This is an optimization exercise on Yosys and OpenROAD, whose aim is small area, not a production implementation. Function was checked by simulation only, so behaviour that the tests miss may differ from the original. No activity file was given, so power comes from the tool's default toggle rates.

## jdo
module jdo (
    input  wire        clk,
    input  wire        rst,          
    input  wire [31:0] op,           
    input  wire [31:0] now,          
    output wire [15:0] pwm_out0,
    output wire [15:0] pwm_out1,
    output wire [16:0] disp_out,
    output wire        ind_out,
    output wire [31:0] result_out,
    output wire        fault_out
);
    localparam [31:0] DEBOUNCE_W = 32'd200000;
    reg [31:0] last_a, last_j;
    reg        va, vj;           
    reg        mod_en;
    reg        bj;               
    reg        pend_a, pend_j;
    reg [11:0] rx, ry;
    reg        vr;               
    reg        dm;               
    reg [10:0] pwm0_hi, pwm1_hi;
    reg        pwm0_sat, pwm1_sat;
    reg        disp_b;
    reg [5:0]  disp_inv;
    reg [6:0]  disp_non;
    reg [2:0]  phase;
    reg        faulted;
    reg [2:0]  fault_code;
    reg [31:0] result;
    wire [3:0]  opc  = op[31:28];
    wire        src  = op[27];
    wire [3:0]  idx  = op[3:0];
    wire z26 = (op[26:24] == 3'd0);
    wire z27 = z26 & ~op[27];
    wire z23 = (op[23:12] == 12'd0);
    wire z11 = (op[11:4] == 8'd0);
    wire z3  = (op[3:0] == 4'd0);
    wire is_nop    = (opc == 4'h0);
    wire is_fall   = (opc == 4'h1);
    wire is_svc    = (opc == 4'h2);
    wire is_sample = (opc == 4'h3);
    wire is_loopnz = (opc >= 4'h4) && (opc <= 4'h8);
  ...
For scale: about 930 cells after synthesis, roughly 170 flip-flops, about 150 I/O pins.
clock: 25.0 ns
lec_check: 0
cap_margin: 0
core_margin: 2
core_utilization: 70
slew_margin: 0
standard.sh (not shown) runs the stock make flow with config.mk's settings and CLKGATE_MAP_FILE= SYNTH_SCRIPT=/design/flow/synth_recipe.tcl, a recipe that flattens the netlist after the stock synthesis.
==> flow/flow/run.sh <==
#!/bin/bash
set -euo pipefail
export POST_FLOORPLAN_TCL="$PWD/flow/port_bufs.tcl"
export BUFFER_PORTS_ARGS="-buffer_cell sky130_fd_sc_hd__buf_1"
export CTS_ARGS="-sink_clustering_enable -repair_clock_nets -sink_clustering_size 12 -sink_clustering_max_diameter 60 -root_buf sky130_fd_sc_hd__clkbuf_8 -buf_list sky130_fd_sc_hd__clkbuf_8 -dont_use_dummy_load"
bash standard.sh > flow_make.log 2>&1
==> flow/flow/port_bufs.tcl <==
# POST_FLOORPLAN hook: remove the buffers that synthesis put in front of
# output ports (several ports on one net, or a constant). Global placement's
# buffer_ports then gives every output port a buffer of its own, as it does
# for all other ports.
set bufs {}
foreach inst [get_cells *] {
  if {![get_property [get_lib_cells -of_objects $inst] is_buffer]} continue
  foreach pin [get_pins -of_objects $inst -filter "direction==output"] {
    if {[llength [get_ports -quiet -of_objects [get_nets -of_objects $pin]]] > 0} {
      lappend bufs $inst
    }
  }
}
puts "port_bufs.tcl: removing [llength $bufs] buffers in front of output ports"
if {[llength $bufs] > 0} { remove_buffers $bufs }
The baseline produced a clean layout.
Rerun with:
Settings changed: CAP_MARGIN 0 to 20, SLEW_MARGIN 0 to 20.
Effect:
- The new run ran to the end with no violations
- fmax barely changes
- core utilization is about the same
- via count hardly moves
- register-to-register slack stays flat
- final area hardly moves
- area after synthesis does not change

---

job 101:
Another version of the RTL of jdo (not shown whole).
Size in the first run: roughly 930 cells after synthesis, ~150 I/O pins, ~9800 µm² of cells after synthesis.
## jdo
module jdo (
    input  wire        clk,
    input  wire        rst,          
    input  wire [31:0] op,           
    input  wire [31:0] now,          
    output wire [15:0] pwm_out0,
    output wire [15:0] pwm_out1,
    output wire [16:0] disp_out,
    output wire        ind_out,
    output wire [31:0] result_out,
    output wire        fault_out
);
Settings: LEC_CHECK=0, CAP_MARGIN=20, CORE_MARGIN=2, CORE_UTILIZATION=60, SLEW_MARGIN=20; clock period 25.0 ns.
Scripts as last shown in full above: flow/flow/run.sh, flow/flow/port_bufs.tcl
[inputs] job 102 vs job 101
Settings: swapping 60 for 70 in CORE_UTILIZATION.
[summary]
- Job 102 went all the way through synthesis, placement and routing and the layout is clean on timing, DRC and antenna.
- Number of stages on the worst setup path: job 102 vs job 101 down about 3.6%
- Measured against each other, job 101 and job 102 differ in placement row count, the higher figure coming from job 101.
- Between job 101 and job 102, the flow reports combinational power increasing slightly.
- In the tables for job 101 and job 102, register share of the cell area reads lower with job 101.
- ~same total power in job 101 and job 102
- Relative to job 101, routed length on met2 increased by about 2.5% in job 102.
- As of job 102, first-iteration DRC count had fallen by a few percent compared to job 101.
- Job 101 and job 102 ended up with roughly the same logic gate share of total power.
- NOTE: worst relative slew slack in job 102 falls short of that of job 101
- Total internal power: job 102 vs job 101, no meaningful difference
- Against job 101, job 102 reports a first-pass GRT wire length that is lower.

## what the ideal ports hide
No port has a modelled driver above. Below, the same layouts with a new extraction and two added sets of constraints. Step 1, drivers: a clkbuf_16 drives clk and a buf_2 each remaining input, both assumed. Step 2 also shifts input and output timing later by t, the mid clock arrival at the registers, as if the neighbouring blocks saw the same clock. Slacks: ideal / step 1 / step 2; pairs: ideal / step 1.
| run | shift t [ns] | slack for setup (ns) | hold slack, ns | worst setup path at the end | slew at the worst register clock pin (ns) |
|---|---|---|---|---|---|
| the first run of note 1 | 0.499 | 4.768 / 4.784 / 4.285 | 0.456 / 0.456 / 0.456 | input to register | 0.09 / 0.09 |
| the second run of note 1 | 0.499 | 4.770 / 4.786 / 4.286 | 0.456 / 0.456 / 0.456 | input to register | 0.09 / 0.09 |
| job 101 | 0.508 | 4.603 / 4.620 / 4.113 | 0.463 / 0.463 / 0.463 | input to register | 0.10 / 0.10 |
| job 102 | 0.495 | 4.049 / 4.062 / 3.567 | 0.460 / 0.460 / 0.460 | input to register | 0.09 / 0.09 |
After both steps setup and hold are still met in every run listed. The setup slack of job 101, which loses most, moves by +0.017 ns with the drivers and by -0.490 ns with both steps.
